Context: an optimization exercise on an open-source flow, tuned for small area. The choices shown serve that exercise and are no tape-out recipe. RTL that was checked went through simulation tests only; none was proved equivalent to the original. Function not checked in runs 1 and 3: the RTL went through the layout flow alone. No activity file was given, so power comes from the tool's default toggle rates.

### design/flow/standard.sh
#!/bin/bash
# synth_recipe.tcl (not shown) runs the flow's synth.tcl, then flattens the netlist and writes it again
# the make line also repeats each setting of config.mk as NAME=value (left out here)
make -C /OpenROAD-flow-scripts/flow DESIGN_CONFIG=/design/flow/config.mk WORK_HOME=/design/flow/orfs CLKGATE_MAP_FILE= SYNTH_SCRIPT=/design/flow/synth_recipe.tcl "${@:-finish}"
### design/flow/flow/run.sh
#!/bin/bash
set -euo pipefail
W=$(pwd)
rm -rf "$W/scripts_area"
cp -r "$FLOW_HOME/scripts" "$W/scripts_area"
cp "$W/flow/abc_area_map.script" "$W/scripts_area/abc_speed.script"
bash "$W/standard.sh" SCRIPTS_DIR="$W/scripts_area" \
  "BUFFER_PORTS_ARGS=-buffer_cell sky130_fd_sc_hd__buf_1" \
  "CTS_ARGS=-sink_clustering_enable -repair_clock_nets -dont_use_dummy_load -buf_list sky130_fd_sc_hd__clkbuf_4 -sink_clustering_size 8 -sink_clustering_max_diameter 40" \
  finish > "$W/flow_make.log" 2>&1
### design/flow/flow/abc_area_map.script
&get -n
&st
&dch
&nf -R 1000 -p
&st
&syn2
&dch
&nf -R 1000 -p
&put
### design/flow/design.v
module mb_sched_row (
    input  wire [39:0] bright,
    input  wire [7:0]  tb,
    input  wire [7:0]  tb1,       
    output reg  [4:0]  gt,
    output reg  [4:0]  eq
);
    integer c, i;
    reg cy;
    always @* begin
        for (c = 0; c < 5; c = c + 1) begin
            cy = 1'b0;
            for (i = 0; i < 8; i = i + 1)
                cy = (bright[8*c+i] & ~tb[i]) | (bright[8*c+i] & cy) | (~tb[i] & cy);
            gt[c] = cy;
            eq[c] = (bright[8*c +: 8] == tb1);
        end
    end
endmodule
module mb_ldh #(
    parameter integer W = 8
) (
    input  wire         l,
    input  wire         h,
    input  wire [W-1:0] d,
    input  wire [W-1:0] q,
    output wire [W-1:0] y
);
    assign y = ({W{l}} & d) | ({W{h}} & q);
endmodule
module mb_sel #(
    parameter integer W = 8,
    parameter integer N = 2
) (
    input  wire [N-1:0]   s,
    input  wire [W*N-1:0] d,
    output reg  [W-1:0]   y
);
    integer i;
    always @* begin
        y = {W{1'b0}};
        for (i = 0; i < N; i = i + 1)
            y = y | ({W{s[i]}} & d[W*i +: W]);
    end
endmodule
module microbit_core (
    input  wire        clk,
    input  wire        rst_n,        
    input  wire        cmd_valid,
    output wire        cmd_ready,
    input  wire [31:0] cmd_data,
    input  wire [3:0]  rd_addr,
    output reg  [31:0] rd_data,
    input  wire        tick,         
    input  wire        sample,       
    input  wire [1:0]  btn_raw,      
    output wire [4:0]  row_out,      
    output wire [4:0]  col_out       
);
    localparam [2:0] PH_IDLE = 3'd0, PH_ENTRY = 3'd1, PH_MAIN = 3'd2,
                     PH_PROGRAM = 3'd3, PH_CHECK = 3'd4;
    localparam [2:0] NONE = 3'd7;
    localparam [2:0] E_NONE = 3'd0, E_CLAIMED = 3'd1, E_ILLEGAL = 3'd3,
                     E_RANGE = 3'd4, E_NOTINIT = 3'd5, E_CSDEPTH = 3'd6;
    localparam [3:0] OP_NOP = 4'h0, OP_DISP_NEW = 4'h1, OP_SHOW = 4'h2,
                     OP_IMG_CLEAR = 4'h3, OP_IMG_WRITE = 4'h4, OP_IMG_READ = 4'h5,
                     OP_IMG_SHIFT = 4'h6, OP_BTN_NEW = 4'h7, OP_BTN_WAS = 4'h8,
                     OP_BTN_IS = 4'h9, OP_CS_ENTER = 4'hA, OP_CS_EXIT = 4'hB;
    reg [199:0] stage;           
    reg [2:0]   sk;
    reg [199:0] pending;
    reg [2:0]   pk;
    reg [199:0] active;
    reg [2:0]   ak;
    reg         disp_init;
    reg [2:0]   cur_row;         
    reg [4:0]   col_on;          
    reg [2:0]   trow;            
    reg [7:0]   tb;
    reg [3:0]   tsub;
    reg         irqf;            
    reg [2:0]   phase;
    reg [7:0]   cs_depth;
    reg [3:0]   sig0, sig1;
    reg [1:0]   latched;
    reg [31:0]  pc0, pc1;
    reg         sampler_run;
    reg         smp_pend;
    reg [3:0]   h_valid;
    reg [3:0]   h_btn;
    reg [127:0] hd;              
    reg [7:0]   result;
    reg [2:0]   status_err;
    wire irq       = irqf;
    wire cs_zero   = (cs_depth == 8'd0);
    wire ph_idle   = (phase == PH_IDLE);
    wire seq_step  = ~ph_idle | (irq & cs_zero);
    wire smp_step  = ~seq_step & smp_pend & cs_zero;
    assign cmd_ready = ~seq_step & ~smp_step;
    wire host_step = cmd_valid & cmd_ready;
    wire do_main    = (phase == PH_MAIN);
    wire do_program = (phase == PH_PROGRAM);
    wire do_entry   = (phase == PH_ENTRY);
    wire        pend_sel = (trow == 3'd0) & (cur_row != 3'd0);
    wire [5:0]  row_sel = {pend_sel, trow == 3'd4, trow == 3'd3, trow == 3'd2,
                           trow == 3'd1, (trow == 3'd0) & ~pend_sel};
    wire [39:0] row_bright;
    mb_sel #(.W(40), .N(6)) u_rowsel (.s(row_sel), .d({pending[39:0], active}), .y(row_bright));
    wire [7:0] tb1 = tb + 8'd1;
    wire [4:0] gt, eq;
    mb_sched_row u_row (.bright(row_bright), .tb(tb), .tb1(tb1), .gt(gt), .eq(eq));
    wire trans      = (cur_row != trow);
    wire on_due     = |(col_on & ~gt);           
    wire row_same   = (trow == cur_row);
    reg g14;
    always @* begin
        case (tb)
            8'd14, 8'd28, 8'd42, 8'd56, 8'd70, 8'd84, 8'd99, 8'd113, 8'd127,
            8'd141, 8'd155, 8'd169, 8'd184, 8'd198, 8'd212, 8'd226, 8'd240,
            8'd254:  g14 = 1'b1;
            default: g14 = 1'b0;
        endcase
    end
    wire binc   = g14 ? (tsub == 4'd13) : (tsub == 4'd12);
    wire rowend = binc & (tb == 8'd254);
    wire hit0   = binc & row_same & ~on_due & ((|(col_on & eq)) | (tb == 8'd254));
    wire hit1   = rowend & (trow == 3'd4);
    wire [3:0] c_op  = cmd_data[31:28];
    wire [3:0] c_a   = cmd_data[27:24];
    wire [3:0] c_b   = cmd_data[23:20];
    wire [7:0] c_imm = cmd_data[7:0];
    reg        c_legal;
    always @* begin
        case (c_op)
            OP_NOP, OP_DISP_NEW, OP_SHOW, OP_IMG_CLEAR, OP_CS_ENTER, OP_CS_EXIT:
                c_legal = (cmd_data[27:0] == 28'd0);
            OP_IMG_WRITE:
                c_legal = (cmd_data[19:8] == 12'd0);
            OP_IMG_READ, OP_BTN_NEW:
                c_legal = (cmd_data[19:0] == 20'd0);
            OP_IMG_SHIFT:
                c_legal = (cmd_data[27:8] == 20'd0);
            OP_BTN_WAS, OP_BTN_IS:
                c_legal = (cmd_data[23:0] == 24'd0);
            default:
                c_legal = 1'b0;
        endcase
    end
    wire [1:0]  c_h      = c_a[1:0];
    wire        c_hbtn   = h_btn[c_h];
    wire [3:0]  h_nz;                           
    wire        c_hnz    = h_nz[c_h];
    reg [2:0] err;
    always @* begin
        if (!c_legal)
            err = E_ILLEGAL;
        else if ((c_op == OP_IMG_WRITE || c_op == OP_IMG_READ) && (c_a >= 4'd5 || c_b >= 4'd5))
            err = E_RANGE;
        else if (c_op == OP_BTN_NEW && (c_a >= 4'd4 || c_b >= 4'd2))
            err = E_RANGE;
        else if ((c_op == OP_BTN_WAS || c_op == OP_BTN_IS) && c_a >= 4'd4)
            err = E_RANGE;
        else if (c_op == OP_DISP_NEW && disp_init)
            err = E_CLAIMED;
        else if (c_op == OP_SHOW && !disp_init)
            err = E_NOTINIT;
        else if ((c_op == OP_BTN_WAS || c_op == OP_BTN_IS) && !h_valid[c_h])
            err = E_NOTINIT;
        else if (c_op == OP_CS_ENTER && cs_depth == 8'd255)
            err = E_CSDEPTH;
        else if (c_op == OP_CS_EXIT && cs_zero)
            err = E_CSDEPTH;
        else
            err = E_NONE;
    end
    wire c_ok       = host_step & (err == E_NONE);
    wire x_dispnew  = c_ok & (c_op == OP_DISP_NEW);
    wire x_show     = c_ok & (c_op == OP_SHOW);
    wire x_clear    = c_ok & (c_op == OP_IMG_CLEAR);
    wire x_write    = c_ok & (c_op == OP_IMG_WRITE);
    wire x_read     = c_ok & (c_op == OP_IMG_READ);
    wire x_shift    = c_ok & (c_op == OP_IMG_SHIFT);
    wire x_btnnew   = c_ok & (c_op == OP_BTN_NEW);
    wire x_btnwas   = c_ok & (c_op == OP_BTN_WAS);
    wire x_btnis    = c_ok & (c_op == OP_BTN_IS);
    wire x_csenter  = c_ok & (c_op == OP_CS_ENTER);
    wire x_csexit   = c_ok & (c_op == OP_CS_EXIT);
    wire [3:0] c_pcol_s = {1'b0, c_b[2:0]} + {1'b0, sk};
    wire [2:0] c_pcol   = (c_pcol_s >= 4'd5) ? c_pcol_s[2:0] - 3'd5 : c_pcol_s[2:0];
    wire       sh_all   = (c_imm >= 8'd5);
    wire [3:0] sk_sum   = {1'b0, sk} + {1'b0, c_imm[2:0]};
    wire [2:0] sk_next  = (sk_sum >= 4'd5) ? sk_sum[2:0] - 3'd5 : sk_sum[2:0];
    reg  [4:0] sh_lmask;                       
    always @* begin
        case (c_imm[2:0])
            3'd0:    sh_lmask = 5'b00000;
            3'd1:    sh_lmask = 5'b00001;
            3'd2:    sh_lmask = 5'b00011;
            3'd3:    sh_lmask = 5'b00111;
            default: sh_lmask = 5'b01111;
        endcase
    end
    reg  [4:0] sh_pmask;                       
    always @* begin
        case (sk)
            3'd1:    sh_pmask = {sh_lmask[3:0], sh_lmask[4]};
            3'd2:    sh_pmask = {sh_lmask[2:0], sh_lmask[4:3]};
            3'd3:    sh_pmask = {sh_lmask[1:0], sh_lmask[4:2]};
            3'd4:    sh_pmask = {sh_lmask[0],   sh_lmask[4:1]};
            default: sh_pmask = sh_lmask;
        endcase
    end
    wire [4:0] clr_col = (x_clear | (x_shift & sh_all)) ? 5'b11111 :
                         x_shift ? sh_pmask : 5'b00000;
    reg  [24:0] cell_sel;
    integer r, p;
    always @* begin
        for (r = 0; r < 5; r = r + 1)
            for (p = 0; p < 5; p = p + 1)
                cell_sel[5*r+p] = (c_a[2:0] == r) & (c_pcol == p);
    end
    wire [7:0] c_cell_val;
    mb_sel #(.W(8), .N(25)) u_rdsel (.s(cell_sel), .d(stage), .y(c_cell_val));
    wire [199:0] n_stage;
    genvar gr, gp;
    generate
        for (gr = 0; gr < 5; gr = gr + 1) begin : g_sr
            for (gp = 0; gp < 5; gp = gp + 1) begin : g_sp
                mb_ldh #(.W(8)) u_st (
                    .l(rst_n & x_write & cell_sel[5*gr+gp]),
                    .h(rst_n & ~(x_write & cell_sel[5*gr+gp]) & ~clr_col[gp]),
                    .d(c_imm), .q(stage[8*(5*gr+gp) +: 8]), .y(n_stage[8*(5*gr+gp) +: 8]));
            end
        end
    endgenerate
    wire         pend_ld   = rst_n & x_show;
    wire         pend_hold = rst_n & ~x_show;
    wire [199:0] n_pending;
    mb_ldh #(.W(200)) u_pend (.l(pend_ld), .h(pend_hold), .d(stage), .q(pending), .y(n_pending));
    wire         act_ld    = rst_n & seq_step & do_main & pend_sel;
    wire         act_hold  = rst_n & ~(seq_step & do_main & pend_sel) & ~x_dispnew;
    wire [199:0] n_active;
    mb_ldh #(.W(200)) u_act (.l(act_ld), .h(act_hold), .d(pending), .q(active), .y(n_active));
    wire [3:0] s0n = btn_raw[0] ? ((sig0 == 4'd12) ? 4'd12 : sig0 + 4'd1)
                                : ((sig0 == 4'd0)  ? 4'd0  : sig0 - 4'd1);
    wire [3:0] s1n = btn_raw[1] ? ((sig1 == 4'd12) ? 4'd12 : sig1 + 4'd1)
                                : ((sig1 == 4'd0)  ? 4'd0  : sig1 - 4'd1);
    wire press0 = smp_step & (s0n > 4'd8) & ~latched[0];
    wire press1 = smp_step & (s1n > 4'd8) & ~latched[1];
    wire rel0   = smp_step & (s0n < 4'd2) & latched[0];
    wire rel1   = smp_step & (s1n < 4'd2) & latched[1];
    reg  [31:0] n_pc0, n_pc1;
    reg         cy0, cy1;
    integer bi;
    always @* begin
        cy0 = press0;
        cy1 = press1;
        for (bi = 0; bi < 32; bi = bi + 1) begin
            n_pc0[bi] = rst_n & (pc0[bi] ^ cy0);
            n_pc1[bi] = rst_n & (pc1[bi] ^ cy1);
            cy0 = cy0 & pc0[bi];
            cy1 = cy1 & pc1[bi];
        end
    end
    wire [127:0] n_hd;
    genvar gh;
    generate
        for (gh = 0; gh < 4; gh = gh + 1) begin : g_h
            wire [31:0] hq  = hd[32*gh +: 32];
            wire        z31 = ~(|hq[30:0]);
            wire        hfb = hq[31] ^ hq[21] ^ hq[1] ^ hq[0] ^ z31;
            wire        inc = rst_n & (h_btn[gh] ? press1 : press0);
            wire        clr = (c_h == gh) & (x_btnnew | (x_btnwas & h_nz[gh]));
            assign h_nz[gh] = ~z31 | hq[31];
            mb_ldh #(.W(32)) u_hd (.l(inc), .h(rst_n & ~inc & ~clr),
                .d({hq[30:0], hfb}), .q(hq), .y(n_hd[32*gh +: 32]));
        end
    endgenerate
    wire tick_en = tick & (cur_row != NONE) & ~x_dispnew;
    always @(posedge clk) begin
        stage   <= n_stage;
        pending <= n_pending;
        active  <= n_active;
        pc0     <= n_pc0;
        pc1     <= n_pc1;
        hd      <= n_hd;
    end
    always @(posedge clk) begin
        if (!rst_n) begin
            sk          <= 3'd0;
            pk          <= 3'd0;
            ak          <= 3'd0;
            disp_init   <= 1'b0;
            cur_row     <= NONE;
            col_on      <= 5'd0;
            trow        <= 3'd0;
            tb          <= 8'd0;
            tsub        <= 4'd0;
            irqf        <= 1'b0;
            phase       <= PH_IDLE;
            cs_depth    <= 8'd0;
            sig0        <= 4'd0;
            sig1        <= 4'd0;
            latched     <= 2'd0;
            sampler_run <= 1'b0;
            smp_pend    <= 1'b0;
            h_valid     <= 4'd0;
            h_btn       <= 4'd0;
            result      <= 8'd0;
            status_err  <= 3'd0;
        end else begin
            if (seq_step) begin
                case (phase)
                    PH_IDLE:  phase <= PH_ENTRY;
                    PH_ENTRY: phase <= PH_MAIN;
                    PH_MAIN: begin
                        cur_row <= trow;
                        col_on  <= (trans ? 5'b11111 : col_on) & gt;
                        if (pend_sel)
                            ak <= pk;
                        phase <= PH_PROGRAM;
                    end
                    PH_PROGRAM: phase <= PH_CHECK;
                    default: begin
                        if (((trow > cur_row) | (row_same & on_due)) & ~irq)
                            phase <= PH_ENTRY;
                        else
                            phase <= PH_IDLE;
                    end
                endcase
            end
            if (smp_step) begin
                sig0 <= s0n;
                sig1 <= s1n;
                if (press0) latched[0] <= 1'b1; else if (rel0) latched[0] <= 1'b0;
                if (press1) latched[1] <= 1'b1; else if (rel1) latched[1] <= 1'b0;
            end
            smp_pend <= sampler_run & ((smp_pend & ~smp_step) | sample);
            if (host_step) begin
                status_err <= err;
                result     <= 8'd0;
            end
            if (x_dispnew) begin
                disp_init <= 1'b1;
                col_on    <= 5'd0;
                cur_row   <= NONE;
            end
            if (x_show)
                pk <= sk;
            if (x_shift & ~sh_all)
                sk <= sk_next;
            if (x_read)
                result <= c_cell_val;
            if (x_btnnew) begin
                h_valid[c_h] <= 1'b1;
                h_btn[c_h]   <= c_b[0];
                sampler_run  <= 1'b1;
            end
            if (x_btnwas & c_hnz)
                result <= 8'd1;
            if (x_btnis)
                result <= {7'd0, btn_raw[c_hbtn]};
            if (x_csenter) cs_depth <= cs_depth + 8'd1;
            if (x_csexit)  cs_depth <= cs_depth - 8'd1;
            if (seq_step & do_entry)
                irqf <= 1'b0;
            if (x_dispnew | (tick_en & (hit0 | hit1)))
                irqf <= 1'b1;
            if (x_dispnew) begin
                trow <= 3'd0;
                tb   <= 8'd0;
                tsub <= 4'd0;
            end else if (tick_en) begin
                if (rowend) begin
                    trow <= (trow == 3'd4) ? 3'd0 : trow + 3'd1;
                    tb   <= 8'd0;
                    tsub <= 4'd0;
                end else if (binc) begin
                    tb   <= tb1;
                    tsub <= 4'd0;
                end else begin
                    tsub <= tsub + 4'd1;
                end
            end
        end
    end
    reg [4:0] row_dec;
    always @* begin
        case (cur_row)
            3'd0:    row_dec = 5'b00001;
            3'd1:    row_dec = 5'b00010;
            3'd2:    row_dec = 5'b00100;
            3'd3:    row_dec = 5'b01000;
            3'd4:    row_dec = 5'b10000;
            default: row_dec = 5'b00000;
        endcase
    end
    assign row_out = row_dec;
    reg [4:0] col_log;
    always @* begin
        case (ak)
            3'd1:    col_log = {col_on[0],   col_on[4:1]};
            3'd2:    col_log = {col_on[1:0], col_on[4:2]};
            3'd3:    col_log = {col_on[2:0], col_on[4:3]};
            3'd4:    col_log = {col_on[3:0], col_on[4]};
            default: col_log = col_on;
        endcase
    end
    assign col_out = col_log;
    always @* begin
        case (rd_addr)
            4'h1:    rd_data = {24'd0, result};
            4'h2:    rd_data = {8'd0, cs_depth, 6'd0, sampler_run, disp_init, 5'd0, status_err};
            4'h3:    rd_data = pc0;
            4'h4:    rd_data = pc1;
            4'h5:    rd_data = {27'd0, row_out};
            4'h6:    rd_data = {27'd0, col_out};
            default: rd_data = 32'd0;
        endcase
    end
endmodule
### design/flow/config.mk
export PLATFORM = sky130hd
export DESIGN_NAME = microbit_core
export DESIGN_NICKNAME = microbit_core
export VERILOG_FILES = /design/flow/design.v
export SDC_FILE = /design/flow/constraint.sdc
export NUM_CORES = 8
export LEC_CHECK = 0
export CAP_MARGIN = 20
export CORE_MARGIN = 2
export CORE_UTILIZATION = 60
export PLACE_DENSITY = 0.7
export SLEW_MARGIN = 20
export SYNTH_HIERARCHICAL = 1
### design/flow/constraint.sdc
create_clock -name core_clock -period 60.0 [get_ports {clk}]
set_input_delay 12.0000 -clock core_clock [delete_from_list [all_inputs] [get_ports {clk}]]
set_output_delay 12.0000 -clock core_clock [all_outputs]
set_load 0.01 [all_outputs]
==> impl_metrics.py, run 1 <==
metrics = {
    "run_status": {
        "status": "complete, but fails checks",
        "check-failures": "slew limit",
    },
    "setup_path": {
        "crit_slowest_cell": "nor4b_4",
        "crit_path_max_incr_delay_ns": 0.68,
        "worst_setup_path_end_kind": "primary output",
        "worst-setup-path-type": "in2out",
        "r2r_cells": 42,
        "crit_required_ns": 48.00,
        "cp.arrival_ns": 13.70,
        "crit_fanout": 20,
        "crit_chain": "buf_1 > nor4b_4 > buf_4 > a222oi_1 > clkinv_1 > buf_1",
        "worst_setup_path_start_kind": "input port",
        "cpMostUsedCell": "buf_1",
    },
    "global_route": {
        "grt_pass1_vias": 26500,
        "use_met2": 0.5416,
        "gr-usage-met1": 0.5087,
        "grt_util_all_layers": 0.3698,
        "antenna_found_initial": 3,
        "met3_usage": 0.09081,
        "grt_pass1_wl_microns": 160900,
        "grt.busiest_layer": "met2",
        "grt_overflow": 0,
        "grt_max_degree": 204,
    },
    "route": {
        "drc": 0,
        "firstDrtPassIters": 8,
        "drt_first_iter_violations": 3551,
        "vias": 28090,
        "vias_per_cell": 7.153,
        "wl_microns": 106600,
        "ant_nets": 0,
        "wire_per_inst_microns": 27.14,
    },
    "synth": {
        "synth_edf_count": 0,
        "ys_warn_count": 10,
        "synth_ff_type": "dfxtp_1",
        "synthTopCellsByArea": "dfxtp_1 53%, a22o_1 20%, a22oi_1 5.0%, ha_1 3.8%, xnor2_1 1.8%",
        "synth_top_area_share": 0.5278,
        "netlist_area_sq_um": 32920,
        "ys_types": 61,
        "ys_ff_latch": 868,
        "async_flop_share": 0,
        "yosysTopAreaCell": "dfxtp_1",
        "synth_area_per_cell_sq_um": 11.09,
        "yosysSeqAreaShare": 0.5278,
        "synthCells": 2969,
    },
    "die": {
        "dieArea_sq_um": 56760,
        "start_util": 0.6094,
        "rows": 85,
        "die_y_microns": 238.2,
        "core_area_sq_um": 54030,
        "io_pins": 86,
        "die_w_microns": 238.2,
    },
    "timing": {
        "maxSlewViolCount": 78,
        "period_minus_slack_ns": 25.70,
        "setup_tns_ns": 0,
        "fin_crit_sh": 0.4283,
        "maxSlewHeadroom": -0.09337,
        "fin_ws_ns": 34.30,
        "rsz0062_at_grt": "false",
        "setup_viol": 0,
        "timing.final.hold_violations": 0,
        "skew_ns": 0.08133,
        "max_slew.worst_pin.slew_ns": 1.640,
        "fmax_mhz": 38.91,
    },
    "clock_network": {
        "cts_hold_buf": 0,
        "cts.sinks": 868,
        "clockBufferDepth": 3,
        "clk_pin_slew_ns": 0.10,
        "insertion_delay_ns": 1.01,
        "cts_setup_buffers": 0,
        "cts_root_buffer": "clkbuf_4",
        "cts_buffers": 135,
        "cts_resized": 0,
        "cts_tree": "yes",
        "htree_levels": 4,
    },
    "run": {
        "maxCapViolCount": 0,
    },
    "layout": {
        "regArea_sq_um": 17380,
        "nNetsFinal": 3375,
        "num-fill-cells": 4370,
        "syn2layout_area_growth_pct": 8.198,
        "multi_input_area_sq_um": 15490,
        "stdcell_count": 3927,
        "drive_above_1_share": 0.06231,
    },
    "place": {
        "io_buffers": 85,
        "dp_slack_ns": 34.08,
        "place.gp.congestion": 0.9527,
        "dpl.hpwl_microns": 69560,
        "place_inst": 3786,
    },
    "power_and_ir_drop": {
        "p_leak_nw": 13.78,
        "vdd_ir_drop_max_uv": 20.38,
        "powerDensity_nw_per_um2": 25.63,
    },
    "worst_hold_path": {
        "hp-class": "reg2reg",
        "holdPathStages": 1,
    },
}
## cell type report
type	instances	area share
antenna	5	0.0003512
clock buffer	135	0.02845
multi-input combinational	2044	0.4348
tap	696	0.02445
timing repair buffer	123	0.01823
inverter	56	0.005901
sequential	868	0.4878
## through the flow
step	cell area, sq um	power (mW)	hold WS [ns]	utilization
after floorplan	32920	0.6127	0.4171	-
final	35620	0.9129	0.4246	0.6593
after global placement	34540	0.6318	0.4313	0.6393
after global routing	35620	0.9464	0.4373	0.6592
after CTS	35560	0.9170	0.4202	0.6581
after detailed placement	34540	0.6327	0.4384	0.6393
## worst max-delay path, delay by kind of cell
family,cells,cell delay [ns]
buf+inv,4,0.88
compound gates,1,0.13
simple gates,1,0.68
## flip-flops by register name, summed over array words and instances (netlist names), 5 cells and up
name      flops
active      200
col_on        5
cs_depth      8
hd          128
pc0          32
pc1          32
pending     200
result        8
stage       200
tb            8
## path summary, 6_finish.rpt
path | start | endpoint | slack (ns)
worst max-delay path | rd_addr[2] | rd_data[18] | 34.30
worst min register to register | pending[80] | active[80] | 0.42
worst min-delay path | pending[80] | active[80] | 0.42
worst max register to register | sig0[0] | pc0[31] | 52.01
## synth_stat cells, types with 4 or more instances
library cell	count
a32o_1	4
o2bb2ai_1	5
and3_1	36
maj3_1	10
nand2b_1	18
o22ai_1	21
o21ai_0	55
a21o_1	6
nor4_1	41
or3_1	7
o211ai_1	7
a22o_1	752
nand3_1	76
nor3b_1	4
clkinv_1	56
mux2i_1	12
nor4b_1	5
ha_1	101
nand3b_1	5
xnor2_1	66
nand2_1	81
nor2b_1	23
dfxtp_1	868
a311oi_1	5
and2_0	67
nand4_1	36
nor2_1	144
a21oi_1	92
a22oi_1	220
a222oi_1	21
o31ai_1	4
a31oi_1	14
xor2_1	10
a221oi_1	18
nor3_1	32
a211oi_1	7
## where the power goes
part           total, mW  internal (mW)  switching (mW)  leakage [nW]
logic             0.0422        0.00834          0.0339          6.17
clock network      0.292          0.103           0.189         0.621
registers          0.579          0.577         0.00201          6.99
total              0.913          0.688           0.224          13.8
## per-module statistics from Yosys, one instance, submodules excluded, a selection
module | cell area [sq um] | cells inside | flops+latches | times used
mb_sched_row | 835.8 | 114 | 0 | 1
microbit_core | 23650 | 1833 | 868 | 1
## routing by layer
metal	part of all wire	wire length, microns	up-vias
met5	0	0	-
met4	0.051	5442	0
met3	0.11	11910	369
met2	0.43	45470	1576
met1	0.41	43750	13730
li1	-	-	12420
## kinds of logic (layout without fill, tap and decap cells)
| kind of cell | Yosys count | after routing | share of synthesized area |
|---|---|---|---|
| compound gates | 1252 | 1252 | 0.3052 |
| flops | 868 | 868 | 0.5278 |
| other cells | 0 | 5 | 0 |
| simple gates | 587 | 587 | 0.09186 |
| fa+ha+maj | 114 | 114 | 0.04325 |
| xor+xnor | 76 | 76 | 0.02022 |
| buf+inv | 57 | 314 | 0.006613 |
| mux | 15 | 15 | 0.005017 |
## cell usage in the layout, fill, tap and decap left out, types with 6 or more instances in the layout
| master | count |
|---|---|
| xor2_1 | 10 |
| and3_1 | 32 |
| buf_1 | 81 |
| nand2b_1 | 18 |
| a31oi_1 | 12 |
| ha_1 | 100 |
| or3_1 | 7 |
| nand4_1 | 36 |
| dfxtp_1 | 868 |
| a211oi_1 | 7 |
| clkbuf_4 | 137 |
| xnor2_1 | 66 |
| nor2b_1 | 21 |
| o21ai_0 | 55 |
| a22o_1 | 752 |
| mux2i_1 | 12 |
| buf_4 | 34 |
| nor2_1 | 138 |
| nor3_1 | 32 |
| a21o_1 | 6 |
| maj3_1 | 10 |
| a222oi_1 | 21 |
| nand3_1 | 76 |
| nor2_4 | 6 |
| and2_0 | 66 |
| o211ai_1 | 7 |
| o22ai_1 | 21 |
| nand2_1 | 81 |
| a22oi_1 | 220 |
| nor4_1 | 39 |
| a21oi_1 | 91 |
| a221oi_1 | 18 |
| clkinv_1 | 56 |
==> run 2: changes to the inputs <==
--- a/design/flow/design.v
+++ b/design/flow/design.v
@@ -20,12 +20,15 @@
 module mb_ldh #(
     parameter integer W = 8
 ) (
-    input  wire         l,
-    input  wire         h,
+    input  wire         en,
+    input  wire         keep,
+    input  wire         rst_n,
     input  wire [W-1:0] d,
     input  wire [W-1:0] q,
     output wire [W-1:0] y
 );
+    wire l = en & rst_n;
+    wire h = ~en & keep & rst_n;
     assign y = ({W{l}} & d) | ({W{h}} & q);
 endmodule
 module mb_sel #(
@@ -92,7 +95,21 @@
     reg [7:0]   result;
     reg [2:0]   status_err;
     wire irq       = irqf;
-    wire cs_zero   = (cs_depth == 8'd0);
+    reg  [8:0] cs_up, cs_dn;
+    reg  [7:0] n_cs_depth;
+    wire       cs_inc, cs_dec;
+    integer ci;
+    always @* begin
+        cs_up[0] = 1'b1;
+        cs_dn[0] = 1'b1;
+        for (ci = 0; ci < 8; ci = ci + 1) begin
+            cs_up[ci+1] = cs_up[ci] & cs_depth[ci];
+            cs_dn[ci+1] = cs_dn[ci] & ~cs_depth[ci];
+            n_cs_depth[ci] = cs_depth[ci] ^ ((cs_inc & cs_up[ci]) | (cs_dec & cs_dn[ci]));
+        end
+    end
+    wire cs_zero   = cs_dn[8];
+    wire cs_full   = cs_up[8];
     wire ph_idle   = (phase == PH_IDLE);
     wire seq_step  = ~ph_idle | (irq & cs_zero);
     wire smp_step  = ~seq_step & smp_pend & cs_zero;
@@ -166,7 +183,7 @@
             err = E_NOTINIT;
         else if ((c_op == OP_BTN_WAS || c_op == OP_BTN_IS) && !h_valid[c_h])
             err = E_NOTINIT;
-        else if (c_op == OP_CS_ENTER && cs_depth == 8'd255)
+        else if (c_op == OP_CS_ENTER && cs_full)
             err = E_CSDEPTH;
         else if (c_op == OP_CS_EXIT && cs_zero)
             err = E_CSDEPTH;
@@ -185,6 +202,8 @@
     wire x_btnis    = c_ok & (c_op == OP_BTN_IS);
     wire x_csenter  = c_ok & (c_op == OP_CS_ENTER);
     wire x_csexit   = c_ok & (c_op == OP_CS_EXIT);
+    assign cs_inc = x_csenter;
+    assign cs_dec = x_csexit;
     wire [3:0] c_pcol_s = {1'b0, c_b[2:0]} + {1'b0, sk};
     wire [2:0] c_pcol   = (c_pcol_s >= 4'd5) ? c_pcol_s[2:0] - 3'd5 : c_pcol_s[2:0];
     wire       sh_all   = (c_imm >= 8'd5);
@@ -227,20 +246,22 @@
         for (gr = 0; gr < 5; gr = gr + 1) begin : g_sr
             for (gp = 0; gp < 5; gp = gp + 1) begin : g_sp
                 mb_ldh #(.W(8)) u_st (
-                    .l(rst_n & x_write & cell_sel[5*gr+gp]),
-                    .h(rst_n & ~(x_write & cell_sel[5*gr+gp]) & ~clr_col[gp]),
+                    .en(x_write & cell_sel[5*gr+gp]), .keep(~clr_col[gp]), .rst_n(rst_n),
                     .d(c_imm), .q(stage[8*(5*gr+gp) +: 8]), .y(n_stage[8*(5*gr+gp) +: 8]));
             end
         end
     endgenerate
-    wire         pend_ld   = rst_n & x_show;
-    wire         pend_hold = rst_n & ~x_show;
-    wire [199:0] n_pending;
-    mb_ldh #(.W(200)) u_pend (.l(pend_ld), .h(pend_hold), .d(stage), .q(pending), .y(n_pending));
-    wire         act_ld    = rst_n & seq_step & do_main & pend_sel;
-    wire         act_hold  = rst_n & ~(seq_step & do_main & pend_sel) & ~x_dispnew;
-    wire [199:0] n_active;
-    mb_ldh #(.W(200)) u_act (.l(act_ld), .h(act_hold), .d(pending), .q(active), .y(n_active));
+    wire         act_ld    = seq_step & do_main & pend_sel;
+    wire [199:0] n_pending, n_active;
+    genvar gw;
+    generate
+        for (gw = 0; gw < 5; gw = gw + 1) begin : g_pa
+            mb_ldh #(.W(40)) u_pend (.en(x_show), .keep(1'b1), .rst_n(rst_n),
+                .d(stage[40*gw +: 40]), .q(pending[40*gw +: 40]), .y(n_pending[40*gw +: 40]));
+            mb_ldh #(.W(40)) u_act (.en(act_ld), .keep(~x_dispnew), .rst_n(rst_n),
+                .d(pending[40*gw +: 40]), .q(active[40*gw +: 40]), .y(n_active[40*gw +: 40]));
+        end
+    endgenerate
     wire [3:0] s0n = btn_raw[0] ? ((sig0 == 4'd12) ? 4'd12 : sig0 + 4'd1)
                                 : ((sig0 == 4'd0)  ? 4'd0  : sig0 - 4'd1);
     wire [3:0] s1n = btn_raw[1] ? ((sig1 == 4'd12) ? 4'd12 : sig1 + 4'd1)
@@ -269,10 +290,10 @@
             wire [31:0] hq  = hd[32*gh +: 32];
             wire        z31 = ~(|hq[30:0]);
             wire        hfb = hq[31] ^ hq[21] ^ hq[1] ^ hq[0] ^ z31;
-            wire        inc = rst_n & (h_btn[gh] ? press1 : press0);
+            wire        inc = h_btn[gh] ? press1 : press0;
             wire        clr = (c_h == gh) & (x_btnnew | (x_btnwas & h_nz[gh]));
             assign h_nz[gh] = ~z31 | hq[31];
-            mb_ldh #(.W(32)) u_hd (.l(inc), .h(rst_n & ~inc & ~clr),
+            mb_ldh #(.W(32)) u_hd (.en(inc), .keep(~clr), .rst_n(rst_n),
                 .d({hq[30:0], hfb}), .q(hq), .y(n_hd[32*gh +: 32]));
         end
     endgenerate
@@ -360,8 +381,7 @@
                 result <= 8'd1;
             if (x_btnis)
                 result <= {7'd0, btn_raw[c_hbtn]};
-            if (x_csenter) cs_depth <= cs_depth + 8'd1;
-            if (x_csexit)  cs_depth <= cs_depth - 8'd1;
+            cs_depth <= n_cs_depth;
             if (seq_step & do_entry)
                 irqf <= 1'b0;
             if (x_dispnew | (tick_en & (hit0 | hit1)))
==> design/flow/flow/abc_area_map.script (replaced) <==
&get -n
&st
&dch
&nf -R 1000 -p -F 8
&put
==> run 2 against run 1 <==
Effect of this change: the run now finishes clean; wire length decreased by 2.9%; final area increased by 0.32%; combinational power increased by 6.4%; register-to-register slack got worse by 0.35 ns; clock power about the same; worst hold slack improved by 0.0027 ns; setup slack improved by 0.011 ns; cell count increased by 2.3%; critical path type unchanged; critical path depth increased by 1; clock-buffer cell count increased by 1; largest cell class unchanged; largest power group unchanged.
==> impl_metrics.py, run 2 <==
metrics = {
    "setup_path": {
        "crit_path_max_incr_delay_ns": 0.58,
        "crit_slowest_cell": "nor3_2",
        "crit_chain": "buf_1 > nand2b_1 > nor3_2 > buf_4 > a222oi_1 > clkinv_1 > buf_1",
        "cpMostUsedCell": "buf_1",
        "r2r_slack_ns": 51.66,
        "crit_fanout": 23,
        "worst_setup_path_start_kind": "input port",
        "r2r_cells": 40,
        "critPathLaunch": "rd_addr[3]",
        "cp.arrival_ns": 13.69,
        "worst-setup-path-type": "in2out",
        "rr_startpoint": "cs_depth[0]",
        "worst_setup_path_end_kind": "primary output",
        "r2r-end": "pc0[30]",
        "crit_required_ns": 48.00,
    },
    "worst_hold_path": {
        "holdPathStages": 1,
        "min_from": "pending[126]",
        "hp-class": "reg2reg",
        "hold_path_end": "active[126]",
    },
    "layout": {
        "drive_above_1_share": 0.06608,
        "stdcell_count": 4018,
        "final_common_cell": "dfxtp_1",
        "nNetsFinal": 3458,
        "syn2layout_area_growth_pct": 8.247,
        "design_area_sq_um": 35740,
        "reg_top3": "active x200, pending x200, stage x200",
        "fin_util": 0.6601,
        "final_cell_mix": "868 x dfxtp_1, 760 x a22o_1, 248 x nand2_1, 137 x clkbuf_4, 125 x nor2_1",
    },
    "synth": {
        "ys_types": 53,
        "synth_ff_type": "dfxtp_1",
        "yosysTopAreaCell": "dfxtp_1",
        "yosysMostFrequentCell": "dfxtp_1",
        "synth_area_per_cell_sq_um": 10.86,
        "yosysSeqAreaShare": 0.5264,
        "synthTopCellsByArea": "dfxtp_1 53%, a22o_1 20%, ha_1 3.7%, nand2_1 2.8%, and2_0 2.1%",
        "synth_edf_count": 0,
        "netlist_area_sq_um": 33010,
        "ys_ff_latch": 868,
        "synthCells": 3039,
        "synthTopCellsByCount": "868 x dfxtp_1, 760 x a22o_1, 248 x nand2_1",
        "async_flop_share": 0,
        "synth_top_area_share": 0.5264,
        "ys_warn_count": 10,
    },
    "timing": {
        "rsz0062_at_grt": "false",
        "skew_ns": 0.08584,
        "period_minus_slack_ns": 25.69,
        "maxSlewHeadroom": 0.2723,
        "setup_tns_ns": 0,
        "fmax_mhz": 38.93,
        "maxSlewViolCount": 0,
        "fin_crit_sh": 0.4281,
        "max_slew.worst_pin.slew_ns": 1.092,
        "setup_viol": 0,
        "fin_ws_ns": 34.31,
        "hold_slack_ns": 0.4273,
        "timing.final.hold_violations": 0,
    },
    "global_route": {
        "grt_pass1_vias": 26000,
        "grt_pass1_wl_microns": 156100,
        "grt_max_degree": 100,
        "antenna_found_initial": 3,
        "grt_util_all_layers": 0.3595,
        "grt_overflow": 0,
    },
    "power_and_ir_drop": {
        "power.internal_mw": 0.6899,
        "power.total_mw": 0.9168,
        "p_comb_frac": 0.049,
        "p_seq_frac": 0.631,
        "p_leak_nw": 13.93,
        "vdd_ir_drop_max_uv": 18.75,
        "p_sw_mw": 0.2269,
        "pwr-share-clk": 0.320,
        "switching_share": 0.2475,
        "powerDensity_nw_per_um2": 25.66,
    },
    "route": {
        "wl_microns": 103400,
        "wire_per_inst_microns": 25.75,
        "vias_per_cell": 6.878,
        "drc": 0,
        "ant_nets": 0,
        "vias": 27640,
        "firstDrtPassIters": 9,
        "drt_first_iter_violations": 2922,
    },
    "clock_network": {
        "cts_tree": "yes",
        "cts_buffers": 136,
        "cts_setup_buffers": 0,
        "cts_hold_buf": 0,
        "clk_pin_slew_ns": 0.09,
        "insertion_delay_ns": 1.04,
        "htree_levels": 4,
        "cts_root_buffer": "clkbuf_4",
        "cts.sinks": 868,
        "cts_resized": 0,
        "clockBufferDepth": 3,
    },
    "place": {
        "dpl.hpwl_microns": 71740,
        "io_buffers": 85,
        "placed_cell_area_sq_um": 34670,
        "place_inst": 3874,
        "place.gp.congestion": 1.006,
        "dp_slack_ns": 34.39,
    },
    "run": {
        "maxCapViolCount": 0,
    },
    "die": {
        "die_y_microns": 238.6,
        "dieArea_sq_um": 56910,
        "io_pins": 86,
        "die_w_microns": 238.6,
        "core_area_sq_um": 54130,
        "start_util": 0.6098,
        "rows": 85,
    },
    "run_status": {
        "status": "timing/DRC/antenna clean",
    },
}
[run 2: how the worst max path moves through the flow]
stage / end / slack, ns / depth (start not counted)
5_1_grt: rd_data[23] / 34.19 / 7
2_1_floorplan: rd_data[1] / 33.60 / 4
4_1_cts: rd_data[17] / 34.38 / 7
3_5_place_dp: rd_data[17] / 34.39 / 7
6_report: rd_data[17] / 34.31 / 7
3_3_place_gp: rd_data[23] / 34.47 / 7
[run 2: per-module statistics from Yosys (local to each module, per instance), excerpt]
| module | flops+latches | area [sq um] |
|---|---|---|
| microbit_core | 868 | 23190 |
| mb_sched_row | 0 | 847.1 |
[run 2: routing by layer]
layer	up-vias	global-route usage	share of wire
met2	1440	0.5319	0.43
li1	12540	-	-
met3	265	0.09111	0.10
met5	-	0	0
met1	13400	0.4915	0.42
met4	0	0.1737	0.046
[run 2: cells by family (layout without fill, tap and decap cells)]
group,count (synthesis),count (layout),synth area share
xor gates and xnor gates,77,77,0.02043
muxes,9,9,0.003866
buffers and inverters,54,325,0.006254
DFF,868,868,0.5264
AOI/OAI and AO/OA,1099,1099,0.2761
adders and majority gates,134,134,0.04859
other,1,13,0.0001136
and+or+nand+nor,797,797,0.1182
[run 2: power groups by stage]
stage	Combinational [mW]	Sequential [mW]	Clock (mW)
detailed placement	0.0435	0.592	0
floorplan	0.0212	0.592	0
CTS	0.0436	0.579	0.296
global placement	0.0422	0.592	0
global route	0.0477	0.579	0.322
finish	0.0449	0.579	0.293
[run 2: cell type report]
type | instances | area, sq um
timing repair buffer | 136 | 710.7
tap | 696 | 870.8
fill | 4366 | 18400
antenna | 8 | 20.02
multi-input combinational | 2121 | 15540
sequential | 868 | 17380
inverter | 53 | 198.9
clock buffer | 136 | 1021
[run 2: worst max-delay path, delay by kind of cell]
family                 cells  cell delay [ns]
buffers and inverters      4             0.73
AOI/OAI and AO/OA          1             0.16
and+or+nand+nor            2             0.78
==> run 3: changes to the inputs <==
--- a/design/flow/design.v
+++ b/design/flow/design.v
@@ -1,22 +1,3 @@
-module mb_sched_row (
-    input  wire [39:0] bright,
-    input  wire [7:0]  tb,
-    input  wire [7:0]  tb1,       
-    output reg  [4:0]  gt,
-    output reg  [4:0]  eq
-);
-    integer c, i;
-    reg cy;
-    always @* begin
-        for (c = 0; c < 5; c = c + 1) begin
-            cy = 1'b0;
-            for (i = 0; i < 8; i = i + 1)
-                cy = (bright[8*c+i] & ~tb[i]) | (bright[8*c+i] & cy) | (~tb[i] & cy);
-            gt[c] = cy;
-            eq[c] = (bright[8*c +: 8] == tb1);
-        end
-    end
-endmodule
 module mb_ldh #(
     parameter integer W = 8
 ) (
@@ -31,21 +12,6 @@
     wire h = ~en & keep & rst_n;
     assign y = ({W{l}} & d) | ({W{h}} & q);
 endmodule
-module mb_sel #(
-    parameter integer W = 8,
-    parameter integer N = 2
-) (
-    input  wire [N-1:0]   s,
-    input  wire [W*N-1:0] d,
-    output reg  [W-1:0]   y
-);
-    integer i;
-    always @* begin
-        y = {W{1'b0}};
-        for (i = 0; i < N; i = i + 1)
-            y = y | ({W{s[i]}} & d[W*i +: W]);
-    end
-endmodule
 module microbit_core (
     input  wire        clk,
     input  wire        rst_n,        
@@ -121,11 +87,26 @@
     wire        pend_sel = (trow == 3'd0) & (cur_row != 3'd0);
     wire [5:0]  row_sel = {pend_sel, trow == 3'd4, trow == 3'd3, trow == 3'd2,
                            trow == 3'd1, (trow == 3'd0) & ~pend_sel};
-    wire [39:0] row_bright;
-    mb_sel #(.W(40), .N(6)) u_rowsel (.s(row_sel), .d({pending[39:0], active}), .y(row_bright));
+    reg  [39:0] row_bright;
+    integer ri;
+    always @* begin
+        row_bright = {40{row_sel[5]}} & pending[39:0];
+        for (ri = 0; ri < 5; ri = ri + 1)
+            row_bright = row_bright | ({40{row_sel[ri]}} & active[40*ri +: 40]);
+    end
     wire [7:0] tb1 = tb + 8'd1;
-    wire [4:0] gt, eq;
-    mb_sched_row u_row (.bright(row_bright), .tb(tb), .tb1(tb1), .gt(gt), .eq(eq));
+    reg [4:0] gt, eq;
+    reg       gcy;
+    integer gc, gi;
+    always @* begin
+        for (gc = 0; gc < 5; gc = gc + 1) begin
+            gcy = 1'b0;
+            for (gi = 0; gi < 8; gi = gi + 1)
+                gcy = (row_bright[8*gc+gi] & ~tb[gi]) | (row_bright[8*gc+gi] & gcy) | (~tb[gi] & gcy);
+            gt[gc] = gcy;
+            eq[gc] = (row_bright[8*gc +: 8] == tb1);
+        end
+    end
     wire trans      = (cur_row != trow);
     wire on_due     = |(col_on & ~gt);           
     wire row_same   = (trow == cur_row);
@@ -238,19 +219,22 @@
             for (p = 0; p < 5; p = p + 1)
                 cell_sel[5*r+p] = (c_a[2:0] == r) & (c_pcol == p);
     end
-    wire [7:0] c_cell_val;
-    mb_sel #(.W(8), .N(25)) u_rdsel (.s(cell_sel), .d(stage), .y(c_cell_val));
-    wire [199:0] n_stage;
-    genvar gr, gp;
-    generate
-        for (gr = 0; gr < 5; gr = gr + 1) begin : g_sr
-            for (gp = 0; gp < 5; gp = gp + 1) begin : g_sp
-                mb_ldh #(.W(8)) u_st (
-                    .en(x_write & cell_sel[5*gr+gp]), .keep(~clr_col[gp]), .rst_n(rst_n),
-                    .d(c_imm), .q(stage[8*(5*gr+gp) +: 8]), .y(n_stage[8*(5*gr+gp) +: 8]));
+    reg [7:0] c_cell_val;
+    always @* begin
+        c_cell_val = 8'd0;
+        for (r = 0; r < 25; r = r + 1)
+            c_cell_val = c_cell_val | ({8{cell_sel[r]}} & stage[8*r +: 8]);
+    end
+    reg [199:0] n_stage;
+    reg         st_l, st_h;
+    always @* begin
+        for (r = 0; r < 5; r = r + 1)
+            for (p = 0; p < 5; p = p + 1) begin
+                st_l = rst_n & x_write & cell_sel[5*r+p];
+                st_h = rst_n & ~(x_write & cell_sel[5*r+p]) & ~clr_col[p];
+                n_stage[8*(5*r+p) +: 8] = ({8{st_l}} & c_imm) | ({8{st_h}} & stage[8*(5*r+p) +: 8]);
             end
-        end
-    endgenerate
+    end
     wire         act_ld    = seq_step & do_main & pend_sel;
     wire [199:0] n_pending, n_active;
     genvar gw;
==> run 3 against run 2 <==
Effect of this change: critical path type unchanged; area after synthesis down 0.52%; clock-buffer cell count shrank 1; clock power about the same; fmax up 0.53%; still clean; die area shrank 0.51%; setup slack improved by 0.14 ns; critical endpoint is now rd_data[2]; largest cell class unchanged.
==> impl_metrics.py, run 3 <==
metrics = {
    "run_status": {
        "status": "timing/DRC/antenna clean",
    },
    "synth": {
        "synth_area_per_cell_sq_um": 11.02,
        "synth_ff_type": "dfxtp_1",
        "synthCells": 2981,
        "ys_types": 58,
        "synthTopCellsByArea": "dfxtp_1 53%, a22o_1 20%, ha_1 3.9%, a222oi_1 2.5%, nand2_1 2.1%",
        "ys_warn_count": 7,
        "netlist_area_sq_um": 32840,
        "ys_ff_latch": 868,
        "synthTopCellsByCount": "868 x dfxtp_1, 748 x a22o_1, 181 x nand2_1",
        "async_flop_share": 0,
        "synth_top_area_share": 0.5291,
        "yosysTopAreaCell": "dfxtp_1",
        "yosysSeqAreaShare": 0.5291,
        "synth_edf_count": 0,
        "yosysMostFrequentCell": "dfxtp_1",
    },
    "timing": {
        "setup_viol": 0,
        "skew_ns": 0.07684,
        "max_slew.worst_pin.slew_ns": 1.308,
        "maxSlewViolCount": 0,
        "rsz0062_at_grt": "false",
        "fmax_mhz": 39.14,
        "maxSlewHeadroom": 0.1219,
        "period_minus_slack_ns": 25.55,
        "fin_crit_sh": 0.4259,
        "timing.final.hold_violations": 0,
        "setup_tns_ns": 0,
    },
    "route": {
        "wire_per_inst_microns": 26.71,
        "drc": 0,
        "ant_nets": 0,
        "vias": 27880,
        "drt_first_iter_violations": 4121,
        "firstDrtPassIters": 10,
        "vias_per_cell": 7.033,
        "wl_microns": 105900,
    },
    "die": {
        "die_w_microns": 238.0,
        "rows": 85,
        "dieArea_sq_um": 56620,
        "core_area_sq_um": 53920,
        "start_util": 0.6091,
        "die_y_microns": 238.0,
        "io_pins": 86,
    },
    "global_route": {
        "grt_overflow": 0,
        "grt_pass1_vias": 25910,
        "antenna_found_initial": 6,
        "grt_util_all_layers": 0.3670,
        "grt_pass1_wl_microns": 159200,
        "grt_max_degree": 95,
    },
    "clock_network": {
        "htree_levels": 4,
        "cts_tree": "yes",
        "cts_resized": 0,
        "clockBufferDepth": 3,
        "cts_setup_buffers": 0,
        "insertion_delay_ns": 0.98,
        "cts_hold_buf": 0,
        "cts_root_buffer": "clkbuf_4",
        "clk_pin_slew_ns": 0.08,
        "cts.sinks": 868,
        "cts_buffers": 135,
    },
    "worst_hold_path": {
        "hp-class": "reg2reg",
    },
    "layout": {
        "multi_input_area_sq_um": 15380,
        "syn2layout_area_growth_pct": 8.507,
        "final_cell_mix": "868 x dfxtp_1, 748 x a22o_1, 181 x nand2_1, 136 x clkbuf_4, 127 x a21oi_1",
        "final_common_cell": "dfxtp_1",
        "nNetsFinal": 3414,
        "drive_above_1_share": 0.06891,
        "regArea_sq_um": 17380,
        "num-fill-cells": 4376,
        "reg_top3": "active x200, pending x200, stage x200",
        "fin_util": 0.6609,
    },
    "setup_path": {
        "worst_setup_path_end_kind": "primary output",
        "worst-setup-path-type": "in2out",
        "worst_setup_path_start_kind": "input port",
        "crit_required_ns": 48.00,
        "crit_fanout": 8,
        "cp.arrival_ns": 13.55,
    },
    "place": {
        "dpl.hpwl_microns": 72040,
        "place.gp.congestion": 0.9543,
        "io_buffers": 85,
    },
    "run": {
        "maxCapViolCount": 0,
    },
    "power_and_ir_drop": {
        "p_leak_nw": 13.90,
        "powerDensity_nw_per_um2": 25.75,
        "vdd_ir_drop_max_uv": 20.54,
    },
}
-- run 3: critical path, cell delays in order --
cell	delay (ns)
buf_1	0.11
nand2b_1	0.17
nor3_1	0.67
a222oi_1	0.29
nand3_1	0.14
buf_1	0.16
-- run 3: metrics by stage --
stage / setup slack (ns) / power [mW] / area [sq um] / cells / hold slack (ns)
global placement: 34.60 / 0.6346 / 34570 / 3825 / 0.4472
detailed placement: 34.52 / 0.6359 / 34570 / 3825 / 0.4486
global route: 34.24 / 0.9494 / 35630 / 3963 / 0.4628
finish: 34.45 / 0.9178 / 35640 / 3964 / 0.4448
CTS: 34.51 / 0.9202 / 35580 / 3960 / 0.4343
floorplan: 33.76 / 0.6118 / 32860 / 2985 / 0.4223
-- run 3: kinds of logic (layout without fill, tap and decap cells) --
family | Yosys count | after routing | synth area share
fa+ha+maj | 110 | 110 | 0.04191
other cells | 1 | 8 | 0.0001142
xor+xnor | 77 | 77 | 0.02053
compound gates | 1198 | 1198 | 0.2975
buf+inv | 53 | 333 | 0.006058
mux | 8 | 8 | 0.003238
simple gates | 666 | 666 | 0.1016
flops | 868 | 868 | 0.5291
-- run 3: final cells by class --
cell class / instances / area share
Inverter: 53 / 0.005583
Sequential cell: 868 / 0.4876
Antenna cell: 3 / 0.0002107
Multi-Input combinational cell: 2064 / 0.4316
Timing Repair Buffer: 145 / 0.02212
Clock buffer: 135 / 0.02844
Tap cell: 696 / 0.02444
-- run 3: metal layers --
metal,GRT usage,wire [microns],vias up
li1,-,-,12470
met1,0.5143,44960,13550
met2,0.5372,45420,1615
met3,0.09081,11230,243
met4,0.1612,4262,0
met5,0,0,-
-- run 3: power by group --
part	internal [mW]	switching, mW
registers	0.577	0.00205
clock network	0.103	0.190
logic	0.00904	0.0365
total	0.689	0.229
-- run 3: worst paths after layout --
check	to	slack, ns	start	depth (start not counted)
hold reg to reg	active[190]	0.44	pending[190]	1
hold / removal	active[190]	0.44	pending[190]	1
setup reg to reg	pc0[30]	50.82	cs_depth[0]	41
setup / recovery	rd_data[2]	34.45	rd_addr[1]	6
==> run 4: changes to the inputs <==
--- a/design/flow/design.v
+++ b/design/flow/design.v
@@ -48,6 +48,7 @@
     reg [7:0]   tb;
     reg [3:0]   tsub;
     reg         irqf;            
+    reg         hit_cand;        
     reg [2:0]   phase;
     reg [7:0]   cs_depth;
     reg [3:0]   sig0, sig1;
@@ -60,7 +61,7 @@
     reg [127:0] hd;              
     reg [7:0]   result;
     reg [2:0]   status_err;
-    wire irq       = irqf;
+    wire irq;
     reg  [8:0] cs_up, cs_dn;
     reg  [7:0] n_cs_depth;
     wire       cs_inc, cs_dec;
@@ -85,17 +86,17 @@
     wire do_program = (phase == PH_PROGRAM);
     wire do_entry   = (phase == PH_ENTRY);
     wire        pend_sel = (trow == 3'd0) & (cur_row != 3'd0);
-    wire [5:0]  row_sel = {pend_sel, trow == 3'd4, trow == 3'd3, trow == 3'd2,
-                           trow == 3'd1, (trow == 3'd0) & ~pend_sel};
+    wire [4:0]  row_sel = {trow == 3'd4, trow == 3'd3, trow == 3'd2,
+                           trow == 3'd1, trow == 3'd0};
     reg  [39:0] row_bright;
     integer ri;
     always @* begin
-        row_bright = {40{row_sel[5]}} & pending[39:0];
+        row_bright = 40'd0;
         for (ri = 0; ri < 5; ri = ri + 1)
             row_bright = row_bright | ({40{row_sel[ri]}} & active[40*ri +: 40]);
     end
     wire [7:0] tb1 = tb + 8'd1;
-    reg [4:0] gt, eq;
+    reg [4:0] gt;
     reg       gcy;
     integer gc, gi;
     always @* begin
@@ -104,7 +105,6 @@
             for (gi = 0; gi < 8; gi = gi + 1)
                 gcy = (row_bright[8*gc+gi] & ~tb[gi]) | (row_bright[8*gc+gi] & gcy) | (~tb[gi] & gcy);
             gt[gc] = gcy;
-            eq[gc] = (row_bright[8*gc +: 8] == tb1);
         end
     end
     wire trans      = (cur_row != trow);
@@ -121,7 +121,9 @@
     end
     wire binc   = g14 ? (tsub == 4'd13) : (tsub == 4'd12);
     wire rowend = binc & (tb == 8'd254);
-    wire hit0   = binc & row_same & ~on_due & ((|(col_on & eq)) | (tb == 8'd254));
+    wire hit0_end  = binc & row_same & ~on_due & (tb == 8'd254);
+    wire hit_next  = binc & row_same & ~on_due & (tb != 8'd254);
+    assign irq = irqf | (hit_cand & on_due);
     wire hit1   = rowend & (trow == 3'd4);
     wire [3:0] c_op  = cmd_data[31:28];
     wire [3:0] c_a   = cmd_data[27:24];
@@ -235,7 +237,9 @@
                 n_stage[8*(5*r+p) +: 8] = ({8{st_l}} & c_imm) | ({8{st_h}} & stage[8*(5*r+p) +: 8]);
             end
     end
-    wire         act_ld    = seq_step & do_main & pend_sel;
+    wire tick_en = tick & (cur_row != NONE) & ~x_dispnew;
+    wire         trow_next0 = (tick_en & rowend) ? (trow == 3'd4) : (trow == 3'd0);
+    wire         act_ld    = seq_step & do_entry & trow_next0 & (cur_row != 3'd0);
     wire [199:0] n_pending, n_active;
     genvar gw;
     generate
@@ -281,7 +285,6 @@
                 .d({hq[30:0], hfb}), .q(hq), .y(n_hd[32*gh +: 32]));
         end
     endgenerate
-    wire tick_en = tick & (cur_row != NONE) & ~x_dispnew;
     always @(posedge clk) begin
         stage   <= n_stage;
         pending <= n_pending;
@@ -302,6 +305,7 @@
             tb          <= 8'd0;
             tsub        <= 4'd0;
             irqf        <= 1'b0;
+            hit_cand    <= 1'b0;
             phase       <= PH_IDLE;
             cs_depth    <= 8'd0;
             sig0        <= 4'd0;
@@ -366,10 +370,10 @@
             if (x_btnis)
                 result <= {7'd0, btn_raw[c_hbtn]};
             cs_depth <= n_cs_depth;
-            if (seq_step & do_entry)
-                irqf <= 1'b0;
-            if (x_dispnew | (tick_en & (hit0 | hit1)))
+            irqf     <= irq & ~(seq_step & do_entry);
+            if (x_dispnew | (tick_en & (hit0_end | hit1)))
                 irqf <= 1'b1;
+            hit_cand <= tick_en & hit_next;
             if (x_dispnew) begin
                 trow <= 3'd0;
                 tb   <= 8'd0;
==> run 4 against run 3 <==
Effect of this change: core utilization up 0.21 points; global-route usage is 0.092 points lower; fmax decreased by 1.4%; first-iteration DRC count decreased by 5.3%; critical path depth up 2; via count decreased by 1.6%; worst hold slack better by 0.015 ns; total power hardly changed; clock skew is 0.025 ns higher; setup slack got worse by 0.37 ns; non-clock buffer count decreased by 2; synthesized cell count is 4.3% lower.
==> impl_metrics.py, run 4 <==
metrics = {
    "run_status": {
        "status": "timing/DRC/antenna clean",
    },
    "clock_network": {
        "cts_setup_buffers": 0,
        "cts_root_buffer": "clkbuf_4",
        "clk_pin_slew_ns": 0.08,
        "cts_buffers": 135,
        "cts_hold_buf": 0,
        "cts_resized": 0,
        "clockBufferDepth": 3,
        "cts_tree": "yes",
        "htree_levels": 4,
        "insertion_delay_ns": 1.03,
        "cts.sinks": 869,
    },
    "die": {
        "start_util": 0.6095,
        "io_pins": 86,
        "dieArea_sq_um": 55460,
        "rows": 84,
        "die_w_microns": 235.5,
        "core_area_sq_um": 52760,
        "die_y_microns": 235.5,
    },
    "synth": {
        "yosysMostFrequentCell": "dfxtp_1",
        "ys_warn_count": 7,
        "netlist_area_sq_um": 32160,
        "ys_types": 58,
        "yosysSeqAreaShare": 0.5410,
        "synthCells": 2854,
        "synth_top_area_share": 0.5410,
        "async_flop_share": 0,
        "synthTopCellsByCount": "869 x dfxtp_1, 746 x a22o_1, 127 x nor2_1",
        "yosysTopAreaCell": "dfxtp_1",
        "synth_ff_type": "dfxtp_1",
        "ys_ff_latch": 869,
        "synth_area_per_cell_sq_um": 11.27,
        "synthTopCellsByArea": "dfxtp_1 54%, a22o_1 20%, ha_1 3.8%, a222oi_1 2.6%, a22oi_1 1.9%",
        "synth_edf_count": 0,
    },
    "global_route": {
        "grt_overflow": 0,
        "grt_util_all_layers": 0.3661,
        "grt_max_degree": 77,
        "grt_pass1_vias": 25280,
        "antenna_found_initial": 2,
        "grt_pass1_wl_microns": 156100,
    },
    "route": {
        "ant_nets": 0,
        "wl_microns": 104300,
        "drt_first_iter_violations": 3904,
        "vias": 27440,
        "wire_per_inst_microns": 27.26,
        "vias_per_cell": 7.169,
        "firstDrtPassIters": 13,
        "drc": 0,
    },
    "timing": {
        "skew_ns": 0.1019,
        "maxSlewViolCount": 0,
        "rsz0062_at_grt": "false",
        "period_minus_slack_ns": 25.93,
        "fmax_mhz": 38.57,
        "timing.final.hold_violations": 0,
        "setup_tns_ns": 0,
        "fin_crit_sh": 0.4321,
        "maxSlewHeadroom": 0.1233,
        "setup_viol": 0,
        "max_slew.worst_pin.slew_ns": 1.306,
    },
    "setup_path": {
        "rr_startpoint": "trow[0]",
        "critPathLaunch": "rd_addr[3]",
        "worst_setup_path_start_kind": "input port",
        "crit_required_ns": 48.00,
        "worst_setup_path_end_kind": "primary output",
        "worst-setup-path-type": "in2out",
        "cp.arrival_ns": 13.93,
        "crit_fanout": 18,
    },
    "layout": {
        "num-fill-cells": 4182,
        "drive_above_1_share": 0.07398,
        "syn2layout_area_growth_pct": 8.774,
        "nNetsFinal": 3281,
        "reg_top3": "active x200, pending x200, stage x200",
        "final_cell_mix": "869 x dfxtp_1, 746 x a22o_1, 136 x clkbuf_4, 118 x a21oi_1, 113 x nand2_1",
        "final_common_cell": "dfxtp_1",
    },
    "place": {
        "place.gp.congestion": 0.9532,
        "dpl.hpwl_microns": 71250,
        "io_buffers": 85,
    },
    "power_and_ir_drop": {
        "p_leak_nw": 13.55,
        "vdd_ir_drop_max_uv": 21.81,
        "powerDensity_nw_per_um2": 26.24,
        "power.total_mw": 0.9179,
    },
    "worst_hold_path": {
        "hp-class": "reg2reg",
        "min_from": "pending[149]",
    },
    "run": {
        "maxCapViolCount": 0,
    },
}
run 4: changes by cell type after synthesis, sizes merged, moves of 10 or more:
cell   change
xor2      -24
nand3     -17
o311a     +11
nand2     -68
nor2      +18
a21oi     -10
a22oi     +29
xnor2     -19
run 4: per-stage QoR:
step | cells | utilization | instance area, sq um | worst slack [ns] | hold slack (ns)
2_1_floorplan | 2858 | - | 32170 | 33.72 | 0.4221
3_3_place_gp | 3687 | 0.6421 | 33880 | 34.17 | 0.4447
3_5_place_dp | 3688 | 0.6425 | 33900 | 34.11 | 0.4531
4_1_cts | 3823 | 0.6617 | 34910 | 34.10 | 0.4457
5_1_grt | 3826 | 0.6629 | 34970 | 33.90 | 0.4766
6_report | 3827 | 0.6629 | 34980 | 34.07 | 0.4597
run 4: logic make-up (layout without fill, tap and decap cells):
group | Yosys count | in the layout | share of synthesized area
compound gates | 1203 | 1203 | 0.3066
xor+xnor | 34 | 34 | 0.009261
fa+ha+maj | 100 | 100 | 0.03938
buf+inv | 46 | 324 | 0.005370
flops | 869 | 869 | 0.5410
mux | 13 | 13 | 0.005253
other cells | 1 | 8 | 0.0001166
simple gates | 588 | 588 | 0.09300
run 4: routing by layer:
layer | vias up | track usage | part of all wire
li1 | 12100 | - | -
met1 | 13440 | 0.5027 | 0.41
met2 | 1650 | 0.5283 | 0.43
met3 | 251 | 0.1175 | 0.13
met4 | 0 | 0.1606 | 0.040
met5 | - | 0 | 0
run 4: area by class of cell:
type | count | area (sq um) | area share
inverter | 46 | 172.7 | 0.004937
timing repair buffer | 143 | 782.0 | 0.02236
tap | 688 | 860.8 | 0.02461
multi-input combinational | 1943 | 14740 | 0.4215
clock buffer | 135 | 1013 | 0.02898
sequential | 869 | 17400 | 0.4974
antenna | 3 | 7.507 | 0.0002146
run 4: final timing paths:
kind,to,slack (ns),depth (start not counted)
min,active[149],0.46,1
max,rd_data[4],34.07,8
min reg2reg,active[149],0.46,1
max reg2reg,pc0[31],48.42,53
run 4: report_power, final:
group | total [mW] | internal (mW) | switching (mW)
Sequential | 0.579 | 0.577 | 0.00162
Clock | 0.292 | 0.103 | 0.189
Combinational | 0.0466 | 0.00928 | 0.0373
run 4: critical path, stage by stage:
cell	delay, ns
buf_1	0.13
nand2b_1	0.20
nor3_2	0.70
buf_4	0.36
a22oi_1	0.11
nand2_1	0.10
a21o_1	0.14
buf_1	0.18
==> run 5: changes to the inputs <==
--- a/design/flow/design.v
+++ b/design/flow/design.v
@@ -229,11 +229,13 @@
     end
     reg [199:0] n_stage;
     reg         st_l, st_h;
+    wire        st_xw   = rst_n & x_write;
+    wire [4:0]  st_keep = {5{rst_n}} & ~clr_col;
     always @* begin
         for (r = 0; r < 5; r = r + 1)
             for (p = 0; p < 5; p = p + 1) begin
-                st_l = rst_n & x_write & cell_sel[5*r+p];
-                st_h = rst_n & ~(x_write & cell_sel[5*r+p]) & ~clr_col[p];
+                st_l = st_xw & cell_sel[5*r+p];
+                st_h = st_keep[p] & ~st_l;
                 n_stage[8*(5*r+p) +: 8] = ({8{st_l}} & c_imm) | ({8{st_h}} & stage[8*(5*r+p) +: 8]);
             end
     end
--- a/design/flow/config.mk
+++ b/design/flow/config.mk
@@ -10,4 +10,3 @@
 export CORE_UTILIZATION = 60
 export PLACE_DENSITY = 0.7
 export SLEW_MARGIN = 20
-export SYNTH_HIERARCHICAL = 1
==> run 5 against run 4 <==
Effect of this change: largest power group unchanged; non-clock buffer count is 2 lower; critical path type unchanged; first-iteration DRC count is 8.0% lower; die area is 0.94% lower; flip-flop and latch count stayed put; global-route usage is 0.62 points lower; still clean; largest cell class unchanged; core utilization is 0.46 points lower; via count is 3.4% lower; sequential power hardly changed; cell count is 1.2% lower.
==> impl_metrics.py, run 5 <==
metrics = {
    "clock_network": {
        "cts_setup_buffers": 0,
        "insertion_delay_ns": 1.02,
        "cts_tree": "yes",
        "clockBufferDepth": 3,
        "cts.sinks": 869,
        "cts_resized": 0,
        "clk_pin_slew_ns": 0.08,
        "cts_root_buffer": "clkbuf_4",
        "cts_buffers": 134,
        "cts_hold_buf": 0,
    },
    "layout": {
        "nNetsFinal": 3235,
        "drive_above_1_share": 0.07050,
        "final_common_cell": "dfxtp_1",
        "num-fill-cells": 4248,
        "final_cell_mix": "869 x dfxtp_1, 760 x a22o_1, 135 x clkbuf_4, 127 x nor2_1, 123 x nand2_1",
        "stdcell_count": 3782,
        "syn2layout_area_growth_pct": 8.631,
    },
    "run_status": {
        "status": "timing/DRC/antenna clean",
    },
    "setup_path": {
        "worst-setup-path-type": "in2out",
        "r2r_slack_ns": 46.77,
        "crit_required_ns": 48.00,
        "worst_setup_path_end_kind": "primary output",
        "cp.arrival_ns": 13.92,
        "worst_setup_path_start_kind": "input port",
    },
    "die": {
        "core_area_sq_um": 52550,
        "die_y_microns": 234.4,
        "die_w_microns": 234.4,
        "rows": 84,
        "io_pins": 86,
        "dieArea_sq_um": 54940,
        "start_util": 0.6060,
    },
    "route": {
        "wire_per_inst_microns": 26.53,
        "firstDrtPassIters": 9,
        "ant_nets": 0,
        "vias": 26500,
        "wl_microns": 100300,
        "vias_per_cell": 7.006,
        "drc": 0,
        "drt_first_iter_violations": 3590,
    },
    "timing": {
        "rsz0062_at_grt": "false",
        "max_slew.worst_pin.slew_ns": 1.176,
        "skew_ns": 0.09514,
        "setup_tns_ns": 0,
        "period_minus_slack_ns": 25.92,
        "maxSlewViolCount": 0,
        "fin_crit_sh": 0.4321,
        "setup_viol": 0,
        "maxSlewHeadroom": 0.2085,
        "fmax_mhz": 38.57,
        "timing.final.hold_violations": 0,
    },
    "place": {
        "io_buffers": 85,
        "place.gp.congestion": 0.9657,
        "dpl.hpwl_microns": 66280,
    },
    "synth": {
        "synth_edf_count": 0,
        "yosysMostFrequentCell": "dfxtp_1",
        "ys_ff_latch": 869,
        "yosysTopAreaCell": "dfxtp_1",
        "synth_ff_type": "dfxtp_1",
        "synthCells": 2817,
        "async_flop_share": 0,
        "ys_warn_count": 1,
        "synth_area_per_cell_sq_um": 11.31,
    },
    "run": {
        "maxCapViolCount": 0,
    },
    "global_route": {
        "grt_pass1_wl_microns": 149600,
        "grt_util_all_layers": 0.3599,
        "antenna_found_initial": 2,
        "grt_max_degree": 204,
    },
    "power_and_ir_drop": {
        "powerDensity_nw_per_um2": 25.90,
        "vdd_ir_drop_max_uv": 18.73,
        "p_leak_nw": 13.42,
    },
    "worst_hold_path": {
        "hp-class": "reg2reg",
    },
}
## run 5: layer usage
| layer | wire length (microns) | vias to the layer above | part of all wire | track usage |
|---|---|---|---|---|
| met3 | 8954 | 309 | 0.089 | 0.07867 |
| met1 | 41030 | 12880 | 0.41 | 0.4746 |
| met4 | 5659 | 0 | 0.056 | 0.1883 |
| met5 | 0 | - | 0 | 0 |
| met2 | 44690 | 1387 | 0.45 | 0.5550 |
| li1 | - | 11920 | - | - |
## run 5: final timing paths
check,start,to,cells after the start
worst max-delay path,rd_addr[2],rd_data[3],7
worst min-delay path,pending[18],active[18],1
worst max register to register,trow[0],active[21],35
worst min register to register,pending[18],active[18],1
## run 5: layout make-up
type | instances | area (sq um) | area share
Timing Repair Buffer | 141 | 765.7 | 0.02213
Inverter | 48 | 180.2 | 0.005208
Multi-Input combinational cell | 1900 | 14380 | 0.4157
Tap cell | 688 | 860.8 | 0.02488
Antenna cell | 2 | 5.005 | 0.0001447
Clock buffer | 134 | 1006 | 0.02908
Sequential cell | 869 | 17400 | 0.5028
## run 5: power breakdown
group	switching (mW)	internal, mW	total (mW)
Combinational	0.0229	0.00513	0.0280
Clock	0.189	0.103	0.292
Sequential	0.000115	0.576	0.576
## run 5: cell families after synthesis
| logic type | share of synthesized area |
|---|---|
| adders and majority gates | 0.04054 |
| buffers and inverters | 0.005657 |
| xor gates and xnor gates | 0.009075 |
| and+or+nand+nor | 0.09205 |
| muxes | 0.003300 |
| DFF | 0.5462 |
| AOI/OAI and AO/OA | 0.3031 |
## run 5: worst max-delay path, cell delays in order
cell,delay [ns]
buf_1,0.20
nand2b_1,0.14
nor3_2,0.77
buf_4,0.36
a22oi_1,0.09
nand3_1,0.18
buf_1,0.18
## run 5: through the flow
stage          instance area, sq um  utilization  setup WS (ns)  power, mW
6_report                      34600       0.6584          34.08     0.8961
5_1_grt                       34600       0.6584          33.93     0.9248
4_1_cts                       34560       0.6577          34.15     0.8988
3_5_place_dp                  33560       0.6385          34.15     0.6167
3_3_place_gp                  33540       0.6383          34.26     0.6160
2_1_floorplan                 31850            -          33.70     0.6018

Re-timed with assumed drivers on the ports (clkbuf_16 on the clock, buf_2 on other inputs), run 5 has 34.051 ns of setup slack against 34.076 ns with ideal ports, and 34.051 ns once port delays also move by the mid clock arrival of 1.030 ns.
